What follows belongs to an exercise in optimizing a design on an open flow for small area and a short achievable clock period; a production flow would make more cautious choices. No functional check of the RTL was part of this run. Power figures rest on the tool's default switching activity, not on a simulated workload.

$ cat design/flow/design.v
module r10k_sched (
    input  logic        clk,
    input  logic        rst,           
    input  logic [7:0]  n_insts,       
    output logic [7:0]  prog_addr,     
    input  logic [31:0] prog_data0,    
    input  logic [31:0] prog_data1,    
    output logic [1:0]  status,        
    output logic [15:0] cycle,
    output logic [1:0]  fetch_v,
    output logic [15:0] fetch_idx,
    output logic [1:0]  decode_v,
    output logic [15:0] decode_idx,
    output logic [1:0]  dispatch_v,
    output logic [15:0] dispatch_idx,
    output logic [1:0]  issue_v,
    output logic [15:0] issue_idx,
    output logic [1:0]  execute_v,
    output logic [15:0] execute_idx,
    output logic [1:0]  complete_v,
    output logic [15:0] complete_idx,
    output logic [1:0]  retire_v,
    output logic [15:0] retire_idx
);
  localparam logic [1:0] ST_RUN = 2'd0, ST_DONE = 2'd1, ST_ABORT = 2'd2;
  localparam int DECW = 17;
  logic [7:0]             fp, nd, nr;
  logic [1:0]             fq_len, dq_len;
  logic [4:0]             rob_cnt;
  logic [4:0]             flc;                  
  logic [1:0][DECW-1:0]   fq, dq;
  logic [15:0]            rob_done, rob_dv;
  logic [15:0]            map_rdy;
  logic [3:0]             rs_busy, rs_iss, rs_w1, rs_w2;
  logic [3:0][3:0]        rs_t1, rs_t2, rs_d;
  logic [3:0][7:0]        rs_idx;
  logic [3:0]             rs_lat;               
  logic [1:0]             xq_len;
  logic [1:0][1:0]        xq_k;                 
  logic [1:0]             cq_len;
  logic [1:0][3:0]        cq_d;
  logic [1:0][7:0]        cq_idx;
  logic [1:0]             cq_lat;               
  logic [1:0]             cq_wait;
  logic [15:0]            cycle_r;
  logic [1:0]             status_r;
  logic [6:0][1:0]        ev_v;                 
  logic [1:0][7:0]        ev_iss_idx, ev_cmp_idx;
  logic [3:0][3:0]        rs_slot;
  logic [1:0][3:0]        cq_slot;
  always_comb begin
    for (int q = 0; q < 4; q++) rs_slot[q] = rs_idx[q][3:0];
    for (int j = 0; j < 2; j++) cq_slot[j] = cq_idx[j][3:0];
  end
  logic [3:0][1:0][7:0]   ev_io_idx;            
  wire run = (status_r == ST_RUN);
  function automatic logic [7:0] inc8(input logic [7:0] x);
    for (int i = 0; i < 8; i++) inc8[i] = x[i] ^ (&(x | ~((8'd1 << i) - 8'd1)));
  endfunction
  function automatic logic [4:0] inc5(input logic [4:0] x);
    for (int i = 0; i < 5; i++) inc5[i] = x[i] ^ (&(x | ~((5'd1 << i) - 5'd1)));
  endfunction
  function automatic logic [4:0] dec5(input logic [4:0] x);
    for (int i = 0; i < 5; i++) dec5[i] = x[i] ^ ~(|(x & ((5'd1 << i) - 5'd1)));
  endfunction
  wire [3:0] h0 = nr[3:0];
  wire [15:0] done_nx = {rob_done[0], rob_done[15:1]};
  wire [15:0] dv_nx   = {rob_dv[0], rob_dv[15:1]};
  wire       ret0 = (rob_cnt != 5'd0) & rob_done[h0];
  wire       ret1 = ret0 & (rob_cnt[4:1] != 4'd0) & done_nx[h0];
  wire       rel0 = ret0 & rob_dv[h0];
  wire       rel1 = ret1 & dv_nx[h0];
  wire c0 = cq_len[0] & ~cq_wait[0];
  wire c1 = cq_len[1] & ~cq_wait[1];
  wire k0 = cq_len[0] & cq_wait[0];
  wire k1 = cq_len[1] & cq_wait[1];
  wire [1:0] klen = {k0 & k1, k0 | k1};
  function automatic logic woken(input logic [3:0] tag);
    woken = (c0 && tag == cq_slot[0]) || (c1 && tag == cq_slot[1]);
  endfunction
  wire ex0 = xq_len[0] & ~klen[1];
  wire ex1 = xq_len[1] & ~klen[0];
  wire [7:0] ex_idx0 = rs_idx[xq_k[0]];
  wire [7:0] ex_idx1 = rs_idx[xq_k[1]];
  logic [3:0] freed;
  always_comb begin
    for (int q = 0; q < 4; q++)
      freed[q] = (ex0 && xq_k[0] == 2'(q)) || (ex1 && xq_k[1] == 2'(q));
  end
  wire [1:0] xq_rem = ex1 ? 2'b00 : ex0 ? {1'b0, xq_len[1]} : xq_len;
  logic [3:0] w1_n, w2_n, rdy;
  always_comb begin
    for (int q = 0; q < 4; q++) begin
      w1_n[q] = rs_w1[q] & ~woken(rs_t1[q]);
      w2_n[q] = rs_w2[q] & ~woken(rs_t2[q]);
      rdy[q]  = rs_busy[q] & ~rs_iss[q] & ~w1_n[q] & ~w2_n[q];
    end
  end
  logic [1:0] sel0, sel1;
  logic       any0, any1;
  always_comb begin
    any0 = 1'b0; any1 = 1'b0; sel0 = '0; sel1 = '0;
    for (int q = 0; q < 4; q++) begin
      if (rdy[q]) begin
        if (!any0) begin
          any0 = 1'b1; sel0 = 2'(q);
        end else if (!any1) begin
          any1 = 1'b1; sel1 = 2'(q);
        end
      end
    end
  end
  wire iss0 = any0 & ~xq_rem[1];
  wire iss1 = any1 & ~xq_rem[0];
  logic [3:0] issued;
  always_comb begin
    for (int q = 0; q < 4; q++)
      issued[q] = (iss0 && sel0 == 2'(q)) || (iss1 && sel1 == 2'(q));
  end
  wire [3:0] free = ~rs_busy | freed;
  wire [1:0] kA = dq[0][16:15];
  wire       s1vA = dq[0][14], s2vA = dq[0][9], dvA = dq[0][4];
  wire [3:0] s1A = dq[0][13:10], s2A = dq[0][8:5], dA = dq[0][3:0];
  wire [1:0] kB = dq[1][16:15];
  wire       s1vB = dq[1][14], s2vB = dq[1][9], dvB = dq[1][4];
  wire [3:0] s1B = dq[1][13:10], s2B = dq[1][8:5], dB = dq[1][3:0];
  wire aluA = (kA == 2'd0), ldA = (kA == 2'd1), stA = kA[1];
  wire aluB = (kB == 2'd0), ldB = (kB == 2'd1), stB = kB[1];
  function automatic logic found(input logic [1:0] kind, input logic [3:0] fr);
    case (kind)
      2'd0:    found = fr[0] | fr[1];
      2'd1:    found = fr[2];
      default: found = fr[3];
    endcase
  endfunction
  wire [3:0] selA = {stA, ldA, aluA & ~free[0], aluA & free[0]};
  wire [3:0] selB = {stB, ldB, aluB & (aluA | ~free[0]), aluB & ~aluA & free[0]};
  wire foundA = found(kA, free);
  wire foundA_pre = found(kA, ~rs_busy);
  wire foundB = aluB ? (aluA ? (free[0] & free[1]) : (free[0] | free[1])) :
                ldB  ? (free[2] & ~ldA) : (free[3] & ~stA);
  wire rob_full_r = (rob_cnt == 5'd16) & ~ret0;
  wire rob_room2  = (rob_cnt <= 5'd14) | ret0;           
  wire flA_ok = ~dvA | (flc != 5'd0);
  wire flB_ok = ~dvB | ((flc != 5'd0) & ~(dvA & flc == 5'd1));
  wire canA  = dq_len[0] & ~rob_full_r & flA_ok;
  wire dispA = canA & foundA;
  wire dispB = canA & foundA & dq_len[1] & rob_room2 & foundB & flB_ok;
  wire [7:0] nd1 = inc8(nd);
  wire [7:0] nd2 = {inc8({1'b0, nd[7:1]}) , nd[0]} ;
  wire [3:0] slotA = nd[3:0];
  wire [3:0] slotB = nd[3:0] + 4'd1;
  logic [15:0] mrdy;
  always_comb begin
    for (int r = 0; r < 16; r++)
      mrdy[r] = map_rdy[r] | (c0 && cq_lat[0] && cq_d[0] == 4'(r)) |
                             (c1 && cq_lat[1] && cq_d[1] == 4'(r));
  end
  function automatic logic [3:0] producer(input logic [3:0] r);
    logic [3:0] t;
    t = '0;
    for (int q = 0; q < 4; q++)
      if (rs_busy[q] && rs_lat[q] && rs_d[q] == r) t = t | rs_slot[q];
    if (cq_len[0] && cq_lat[0] && cq_d[0] == r) t = t | cq_slot[0];
    if (cq_len[1] && cq_lat[1] && cq_d[1] == r) t = t | cq_slot[1];
    producer = t;
  endfunction
  wire       wA1 = s1vA & ~mrdy[s1A];
  wire       wA2 = s2vA & ~mrdy[s2A];
  wire       byB1 = dvA & (dA == s1B);
  wire       byB2 = dvA & (dA == s2B);
  wire       wB1 = s1vB & (byB1 | ~mrdy[s1B]);
  wire       wB2 = s2vB & (byB2 | ~mrdy[s2B]);
  wire [3:0] tA1 = producer(s1A);
  wire [3:0] tA2 = producer(s2A);
  wire [3:0] tB1 = byB1 ? slotA : producer(s1B);
  wire [3:0] tB2 = byB2 ? slotA : producer(s2B);
  function automatic logic overwritten(input logic [3:0] r);
    overwritten = (dispA && dvA && dA == r) || (dispB && dvB && dB == r);
  endfunction
  logic [3:0] rs_lat_k;
  logic [1:0] cq_lat_k;
  always_comb begin
    for (int q = 0; q < 4; q++) rs_lat_k[q] = rs_lat[q] & ~overwritten(rs_d[q]);
    for (int j = 0; j < 2; j++) cq_lat_k[j] = cq_lat[j] & ~overwritten(cq_d[j]);
  end
  wire latA = dvA & ~(dispB & dvB & (dB == dA));
  wire       more0 = (fp != n_insts);
  wire [7:0] fp1 = inc8(fp);
  wire [7:0] fp2 = {inc8({1'b0, fp[7:1]}) , fp[0]} ;
  wire       more1 = more0 & (fp1 != n_insts);
  typedef struct packed {
    logic [1:0] m;         
    logic [1:0] nf;        
    logic [1:0] dq_n, fq_n;
  } fe_t;
  function automatic fe_t front(input logic [1:0] dq_after);
    fe_t r;
    logic [1:0] room, fq_after;
    room = {~dq_after[0], ~dq_after[1]};
    r.m = fq_len & room;
    fq_after = {fq_len[1] & ~r.m[0], fq_len[1] ? ~r.m[1] : fq_len[0] & ~r.m[0]};
    r.nf = {~fq_after[0], ~fq_after[1]} & {more1, more0};
    r.dq_n = {dq_after[1] | (dq_after[0] & r.m[0]) | r.m[1], dq_after[0] | r.m[0]};
    r.fq_n = {fq_after[1] | (fq_after[0] & r.nf[0]) | r.nf[1], fq_after[0] | r.nf[0]};
    front = r;
  endfunction
  fe_t fe_0, fe_1, fe_2, fe;
  assign fe_0 = front(dq_len);
  assign fe_1 = front({1'b0, dq_len[1]});
  assign fe_2 = front(2'b00);
  assign fe   = dispB ? fe_2 : dispA ? fe_1 : fe_0;
  wire [7:0] nr1 = inc8(nr);
  wire [7:0] nr2 = {inc8({1'b0, nr[7:1]}) , nr[0]} ;
  wire done_n = ret1 ? (nr2 == n_insts) : ret0 ? (nr1 == n_insts) : (nr == n_insts);
  wire progress = ret0 | c0 | c1 | ex0 | (any0 & ~xq_len[1]) | (canA & foundA_pre) |
                  (fq_len[0] & ~dq_len[1]) | (more0 & ~fq_len[1]);
  wire abort_n = ~progress & ~cq_len[0];
  wire [4:0] rc_p1 = inc5(rob_cnt), rc_p2 = inc5(rc_p1);
  wire [4:0] rc_m1 = dec5(rob_cnt), rc_m2 = dec5(rc_m1);
  wire [4:0] fl_p1 = inc5(flc), fl_p2 = inc5(fl_p1);
  wire [4:0] fl_m1 = dec5(flc), fl_m2 = dec5(fl_m1);
  wire [1:0] rc_ret = {ret1, ret0 & ~ret1};
  wire [1:0] rc_dis = {dispB, dispA & ~dispB};
  logic [4:0] rc_next;
  always_comb begin
    case ({rc_dis, rc_ret})
      4'b0000, 4'b0101, 4'b1010: rc_next = rob_cnt;
      4'b0100, 4'b1001:          rc_next = rc_p1;
      4'b1000:                   rc_next = rc_p2;
      4'b0001, 4'b0110:          rc_next = rc_m1;
      default:                   rc_next = rc_m2;
    endcase
  end
  wire [1:0] fl_take = {dispB & dvA & dvB, (dispA & dvA) ^ (dispB & dvB)};
  wire [1:0] fl_rel  = {rel0 & rel1, rel0 ^ rel1};
  logic [4:0] fl_next;
  always_comb begin
    case ({fl_rel, fl_take})
      4'b0000, 4'b0101, 4'b1010: fl_next = flc;
      4'b0100, 4'b1001:          fl_next = fl_p1;
      4'b1000:                   fl_next = fl_p2;
      4'b0001, 4'b0110:          fl_next = fl_m1;
      default:                   fl_next = fl_m2;
    endcase
  end
  always_ff @(posedge clk) begin
    if (rst) begin
      fp <= '0;
      cycle_r <= 16'd1;
      status_r <= ST_RUN;
      ev_v <= '0;
    end else if (run) begin
      fp <= fe.nf[1] ? fp2 : fe.nf[0] ? fp1 : fp;
      cycle_r <= (done_n | abort_n) ? cycle_r : cycle_r + 16'd1;
      status_r <= done_n ? ST_DONE : abort_n ? ST_ABORT : ST_RUN;
      ev_v[0] <= fe.nf;
      ev_v[1] <= fe.m;
      ev_v[2] <= {dispB, dispA};
      ev_v[3] <= {iss1, iss0};
      ev_v[4] <= {ex1, ex0};
      ev_v[5] <= {c0 & c1, c0 | c1};
      ev_v[6] <= {ret1, ret0};
    end else begin
      ev_v <= '0;
    end
  end
  always_ff @(posedge clk) begin
    if (rst) begin
      nd <= '0;  nr <= '0;
      fq_len <= '0;  dq_len <= '0;
      rob_cnt <= '0;
      flc <= 5'd16;
      rob_done <= '0;
      map_rdy <= '1;
      rs_busy <= '0;
      xq_len <= '0;
      cq_len <= '0;
    end else begin
      nd   <= dispB ? nd2 : dispA ? nd1 : nd;
      nr   <= ret1 ? nr2 : ret0 ? nr1 : nr;
      fq_len <= fe.fq_n;
      dq_len <= fe.dq_n;
      rob_cnt <= rc_next;
      flc  <= fl_next;
      for (int s = 0; s < 16; s++) begin
        if ((dispA && slotA == 4'(s)) || (dispB && slotB == 4'(s)))
          rob_done[s] <= 1'b0;
        else
          rob_done[s] <= rob_done[s] | (c0 && cq_slot[0] == 4'(s)) | (c1 && cq_slot[1] == 4'(s));
      end
      for (int r = 0; r < 16; r++) begin
        if ((dispA && dvA && dA == 4'(r)) || (dispB && dvB && dB == 4'(r)))
          map_rdy[r] <= 1'b0;
        else
          map_rdy[r] <= mrdy[r];
      end
      for (int q = 0; q < 4; q++)
        rs_busy[q] <= (rs_busy[q] & ~freed[q]) | (dispA & selA[q]) | (dispB & selB[q]);
      xq_len <= {xq_rem[1] | (xq_rem[0] & iss0) | iss1, xq_rem[0] | iss0};
      cq_len <= {klen[1] | (klen[0] & ex0) | ex1, klen[0] | ex0};
    end
  end
  function automatic logic [DECW-1:0] dec_word(input logic [31:0] w);
    dec_word = {w[1:0], w[2], w[11:8], w[3], w[19:16], w[4], w[27:24]};
  endfunction
  wire [1:0] dq_after = dispB ? 2'b00 : dispA ? {1'b0, dq_len[1]} : dq_len;
  wire [1:0] fq_after = {fq_len[1] & ~fe.m[0], fq_len[1] ? ~fe.m[1] : fq_len[0] & ~fe.m[0]};
  always_ff @(posedge clk) begin
    dq[0] <= dq_after[0] ? (dispA ? dq[1] : dq[0]) : fq[0];
    dq[1] <= dq_after[1] ? dq[1] : (dq_after[0] ? fq[0] : fq[1]);
    fq[0] <= fq_after[0] ? (fe.m[0] ? fq[1] : fq[0]) : dec_word(prog_data0);
    fq[1] <= fq_after[1] ? fq[1] : (fq_after[0] ? dec_word(prog_data0) : dec_word(prog_data1));
    for (int s = 0; s < 16; s++) begin
      if (dispA && slotA == 4'(s)) rob_dv[s] <= dvA;
      if (dispB && slotB == 4'(s)) rob_dv[s] <= dvB;
    end
    for (int q = 0; q < 4; q++) begin
      if (!free[q]) begin
        rs_iss[q] <= rs_iss[q] | issued[q];
        rs_w1[q]  <= w1_n[q];
        rs_w2[q]  <= w2_n[q];
        rs_lat[q] <= rs_lat_k[q];
      end else if (selA[q]) begin
        rs_iss[q] <= 1'b0;
        rs_w1[q] <= wA1;  rs_t1[q] <= tA1;
        rs_w2[q] <= wA2;  rs_t2[q] <= tA2;
        rs_idx[q] <= nd;
        rs_d[q] <= dA;  rs_lat[q] <= latA;
      end else begin
        rs_iss[q] <= 1'b0;
        rs_w1[q] <= wB1;  rs_t1[q] <= tB1;
        rs_w2[q] <= wB2;  rs_t2[q] <= tB2;
        rs_idx[q] <= nd1;
        rs_d[q] <= dB;  rs_lat[q] <= dvB;
      end
    end
    xq_k[0] <= xq_rem[0] ? (ex0 ? xq_k[1] : xq_k[0]) : sel0;
    xq_k[1] <= xq_rem[1] ? xq_k[1] : (xq_rem[0] ? sel0 : sel1);
    if (k0) begin
      cq_idx[0] <= cq_idx[0];    cq_wait[0] <= 1'b0;
      cq_d[0] <= cq_d[0];        cq_lat[0] <= cq_lat_k[0];
    end else if (k1) begin
      cq_idx[0] <= cq_idx[1];    cq_wait[0] <= 1'b0;
      cq_d[0] <= cq_d[1];        cq_lat[0] <= cq_lat_k[1];
    end else begin
      cq_idx[0] <= ex_idx0;      cq_wait[0] <= xq_k[0][1];
      cq_d[0] <= rs_d[xq_k[0]];  cq_lat[0] <= rs_lat_k[xq_k[0]];
    end
    if (k0 & k1) begin
      cq_idx[1] <= cq_idx[1];    cq_wait[1] <= 1'b0;
      cq_d[1] <= cq_d[1];        cq_lat[1] <= cq_lat_k[1];
    end else if (k0 | k1) begin
      cq_idx[1] <= ex_idx0;      cq_wait[1] <= xq_k[0][1];
      cq_d[1] <= rs_d[xq_k[0]];  cq_lat[1] <= rs_lat_k[xq_k[0]];
    end else begin
      cq_idx[1] <= ex_idx1;      cq_wait[1] <= xq_k[1][1];
      cq_d[1] <= rs_d[xq_k[1]];  cq_lat[1] <= rs_lat_k[xq_k[1]];
    end
    ev_cmp_idx[0] <= c0 ? cq_idx[0] : cq_idx[1];
    ev_cmp_idx[1] <= cq_idx[1];
    ev_iss_idx[0] <= rs_idx[sel0];
    ev_iss_idx[1] <= rs_idx[sel1];
    ev_io_idx[0] <= {fp1, fp};
    ev_io_idx[1] <= dq_len[1] ? {nd + 8'd3, nd2} : dq_len[0] ? {nd2, nd1} : {nd1, nd};
    ev_io_idx[2] <= {nd1, nd};
    ev_io_idx[3] <= {nr1, nr};
  end
  wire [7:0] exe_idx0 = (cq_len[1] && ev_v[4] == 2'b01) ? cq_idx[1] : cq_idx[0];
  assign prog_addr = fp;
  assign status    = status_r;
  assign cycle     = cycle_r;
  assign fetch_v    = ev_v[0];  assign fetch_idx    = ev_io_idx[0];
  assign decode_v   = ev_v[1];  assign decode_idx   = ev_io_idx[1];
  assign dispatch_v = ev_v[2];  assign dispatch_idx = ev_io_idx[2];
  assign issue_v    = ev_v[3];
  assign issue_idx  = ev_iss_idx;
  assign execute_v  = ev_v[4];
  assign execute_idx  = {cq_idx[1], exe_idx0};
  assign complete_v = ev_v[5];
  assign complete_idx = ev_cmp_idx;
  assign retire_v   = ev_v[6];  assign retire_idx   = ev_io_idx[3];
endmodule
$ cat design/flow/flow/run.sh
#!/bin/bash
# The standard layout (the standard.sh, standard synthesis unchanged), with two changes to
# how the layout is optimised, not to what it is measured against:
#  - the port buffers are plain buffers (buf_2) instead of the default delay-style cell;
#  - the setup repair aims for more slack than the standard margin, and may change a cell's
#    footprint when it resizes.
# make's full output goes to flow.log here; ORFS's per-step logs stay under orfs/logs.
set -euo pipefail
bash standard.sh "BUFFER_PORTS_ARGS=-buffer_cell sky130_fd_sc_hd__buf_2" \
  SETUP_SLACK_MARGIN=7.3 MATCH_CELL_FOOTPRINT=0 finish > flow.log 2>&1
$ cat design/flow/standard.sh
#!/bin/bash
# synth_recipe.tcl (not shown) runs the flow's synth.tcl, then flattens the netlist and writes it again
# the make line also repeats each setting of config.mk as NAME=value (left out here)
make -C /OpenROAD-flow-scripts/flow DESIGN_CONFIG=/design/flow/config.mk WORK_HOME=/design/flow/orfs CLKGATE_MAP_FILE= SYNTH_SCRIPT=/design/flow/synth_recipe.tcl "${@:-finish}"
$ cat design/flow/config.mk
export PLATFORM = sky130hd
export DESIGN_NAME = r10k_sched
export DESIGN_NICKNAME = r10k_sched
export VERILOG_FILES = /design/flow/design.v
export SDC_FILE = /design/flow/constraint.sdc
export NUM_CORES = 4
export LEC_CHECK = 0
export CAP_MARGIN = 20
export CORE_MARGIN = 2
export CORE_UTILIZATION = 40
export CTS_CLUSTER_DIAMETER = 100
export CTS_CLUSTER_SIZE = 20
export SLEW_MARGIN = 20
$ cat design/flow/constraint.sdc
create_clock -name core_clock -period 11.0 [get_ports {clk}]
set_input_delay 2.2000 -clock core_clock [delete_from_list [all_inputs] [get_ports {clk}]]
set_output_delay 2.2000 -clock core_clock [all_outputs]
set_load 0.01 [all_outputs]
==> run_results.csv <==
group,metric,value,unit
routing,drtAntennaViolNets,0,
floorplanning,rows,93,
sta,hold_viol,0,
final_layout,final_common_cell,"nand2_1",
worst_setup_path,crit_family,"flip-flops",
routing,drt-pass1-iter-count,5,
clock_tree,cts_hold_buf,0,
routing,drtIter0Drc,2243,
clock_tree,htreeDepth,1,
routing,top_layer_used,"met4",
synth,syn_area_per_cell,9.89,sq um
grt,grt-ovfl-total,0,
final_layout,final.fill_count,5962,
routing,wl_met1,37.3,mm
sta,rsz0062_at_grt,"yes",
sta,maxSlewHeadroom,0.154,
place,gp_congestion,0.948,
place,placed_area,27400,sq um
floorplanning,num_io_pins,226,
grt,grt_pass1_wl,132,mm
place,portBuffers,195,
sta,finalClockSkew,0.0271,ns
worst_setup_path,ff2ff_path_depth,12,
worst_setup_path,critPathArrivalTime,1.77,ns
power,peakVddDrop,0.126,mV
final_layout,drive_gt1_frac,0.251,
run,drv_cap,0,
routing,wl_met2,40.7,mm
sta,min_period_over_period,0.361,
grt,grt_max_degree,89,
floorplanning,die_x,258,microns
final_layout,nets,2858,
final_layout,diodes,0,
routing,drc,0,
worst_setup_path,worstSetupEndpointType,"output pin",
synth,synth.distinct_cells,102,
clock_tree,cts.clk_slew.worst_paths,0.09,ns
synth,async_reset_ff_frac,0,
worst_setup_path,path_buf_inv,2,
synth,synth_top_area_frac,0.224,
routing,vias,21700,
floorplanning,start_util,0.402,
grt,grt_pass1_vias,21000,
final_layout,layout_common_cells,"nand2_1 (228), dfxtp_1 (212), edfxtp_1 (192)",
synth,syn_area,25700,sq um
synth,synth_nets,2725,
worst_setup_path,cp_slowest_cell,"dfxtp_4",
worst_setup_path,max_stage_delay,0.38,ns
final_layout,syn2layout_area_growth,15.6,%
clock_tree,cts_buffers,27,
floorplanning,die_h,258,microns
clock_tree,clock_sinks,418,
sta,tns,0,ns
routing,met3_length,6.97,mm
grt,grt.total_usage,0.255,
sta,fmax,0.252,GHz
sta,finalMaxSlewViolations,0,
clock_tree,clock_latency,0.61,ns
synth,synth-edff-count,192,
place,dp_hpwl,59.9,mm
synth,ys_seq_area_frac,0.400,
synth,ys_warn_count,1,
status,outcome,"finished clean",
worst_setup_path,path_class,"flip-flop to output pin",
synth,synth_cells,2602,
sta,min_period,3.97,ns
power,power.leakage,11.5,nW
final_layout,final_area,29800,sq um
clock_tree,cts_tree,"done",
min_path,min_path_type,"flip-flop to flip-flop",
final_layout,regArea,10300,sq um
worst_setup_path,cp-start-kind,"flip-flop",
synth,synth_seq_cells,418,
min_path,whs_path_depth,0,
floorplanning,die-area,66400,sq um
routing,routedWlPerCell,24.4,microns
synth,ys_top_cells_by_area,"edfxtp_1 (22%), dfxtp_1 (18%), xnor2_1 (5.9%)",
routing,vias_per_cell,6.02,
power,power_density,229,nW/um^2
grt,antenna_found_initial,0,
worst_setup_path,path_cells,"nand3b_1 -> buf_4 -> mux2_2 -> buf_2",
routing,routed_wl,88.1,mm
floorplanning,fp.coreArea,64000,sq um
worst_setup_path,path_max_fanout,4,
clock_tree,clockBufferDepth,3,
final_layout,multiInputGateArea,15100,sq um
sta,setup_violations,0,
worst_setup_path,required,8.80,ns
sta,tightestPinTransition,1.26,ns
worst_setup_path,cp.depth,4,
synth,synth_top_area_cell,"edfxtp_1",
synth,synth-main-ff-cell,"dfxtp_1",
clock_tree,clockRootBuffer,"clkbuf_16",
[stage by stage]
step | std cells | util | power [mW] | hold slack (ns) | setup slack, ns
2_1_floorplan | 2602 | - | 4.51 | 0.329 | 6.77
3_3_place_gp | 3483 | 0.428 | 5.36 | 0.421 | 5.99
3_5_place_dp | 3485 | 0.428 | 5.43 | 0.426 | 5.75
4_1_cts | 3581 | 0.456 | 6.68 | 0.434 | 7.00
5_1_grt | 3609 | 0.465 | 7.16 | 0.443 | 6.96
6_report | 3609 | 0.465 | 6.83 | 0.434 | 7.03
[kinds of logic (layout without fill, tap and decap cells)]
| group | count (synthesis) | after routing | share of synthesized area |
|---|---|---|---|
| muxes | 303 | 303 | 0.149 |
| buffers and inverters | 289 | 438 | 0.0463 |
| adders and majority gates | 50 | 50 | 0.0243 |
| and+or+nand+nor | 759 | 762 | 0.145 |
| DFF | 418 | 418 | 0.400 |
| xor gates and xnor gates | 294 | 294 | 0.101 |
| AOI/OAI and AO/OA | 489 | 489 | 0.134 |
[flip-flops by register name, summed over array words and instances (netlist names), 32 cells and up]
name,cells
fq,34
ev_io_idx,64
dq,34
rs_idx,32
[timing repair]
action / 4_1_cts / 5_1_grt
gates resized for setup: 132 / 70
gates cloned: 5 / 0
pin swaps: 22 / 27
setup buffers: 43 / 28
setup endpoints to repair: 327 / 188
[layer usage]
| metal | up-vias | global-route usage |
|---|---|---|
| met1 | 10700 | 0.348 |
| met3 | 190 | 0.0364 |
| met4 | 0 | 0.0841 |
| li1 | 9758 | - |
| met5 | - | 0 |
| met2 | 1075 | 0.414 |
[final timing paths]
path	start	endpoint	slack, ns
min reg2reg	nr[1]	ev_io_idx[49]	0.43
max	cq_len[1]	execute_idx[4]	7.03
max reg2reg	cq_len[1]	flc[0]	7.34
min	nr[1]	ev_io_idx[49]	0.43
[cell usage after synthesis, drive strengths merged (6+ instances only)]
cell / number
mux2: 137
buf: 93
a2111oi: 10
inv: 67
clkbuf: 125
and4: 7
nand2: 234
xor2: 120
nor2b: 41
edfxtp: 192
nand2b: 25
o21ai: 106
o21bai: 6
o22ai: 9
a211oi: 33
nor2: 146
a21oi: 82
nand3: 94
a221o: 20
nor4b: 6
o31ai: 23
mux2i: 115
ha: 49
o221ai: 9
a21o: 12
o21a: 6
or3: 12
nand4: 25
a22oi: 54
nor4: 24
and3: 22
xnor2: 173
and2: 13
mux4: 51
nor3b: 6
o32ai: 6
dfxtp: 226
nand3b: 10
nor3: 84
a221oi: 25
a31oi: 32
[cell type report]
class / count / share of cell area
Tap cell: 855 / 0.0359
Sequential cell: 418 / 0.347
Timing Repair Buffer: 319 / 0.0748
Inverter: 71 / 0.00925
Multi-Input combinational cell: 1898 / 0.506
Clock buffer: 41 / 0.0248
Clock inverter: 7 / 0.00269
[where the power goes]
part	leakage [nW]	total [mW]	switching [mW]	internal [mW]
Combinational	7.17	3.03	1.68	1.34
Clock	0.397	1.06	0.585	0.478
Sequential	3.94	2.74	0.679	2.06

-- afterwards: timing with drivers on the ports --
How much do the figures lean on ideal ports? The routed layout below was timed once more, with nothing changed but the port constraints.
Step 1: set_driving_cell puts a clkbuf_16 on clk and a buf_2 on each other input, an assumption about the parent block.
Step 2, shift: input delay + t, output delay - t, t = (earliest + latest rising clock arrival at the registers) / 2. This alone moves slack from input paths to output paths.
Three values: no drivers, after step 1, after step 2; two values: the first two.
shift t [ns]: 0.661
slack for setup (ns): 7.025 / 6.963 / 6.644
hold slack, ns: 0.434 / 0.434 / 0.434
After both steps this run still meets setup and hold. For this run, drivers alone change the setup slack by -0.062 ns; drivers and shift together by -0.381 ns.
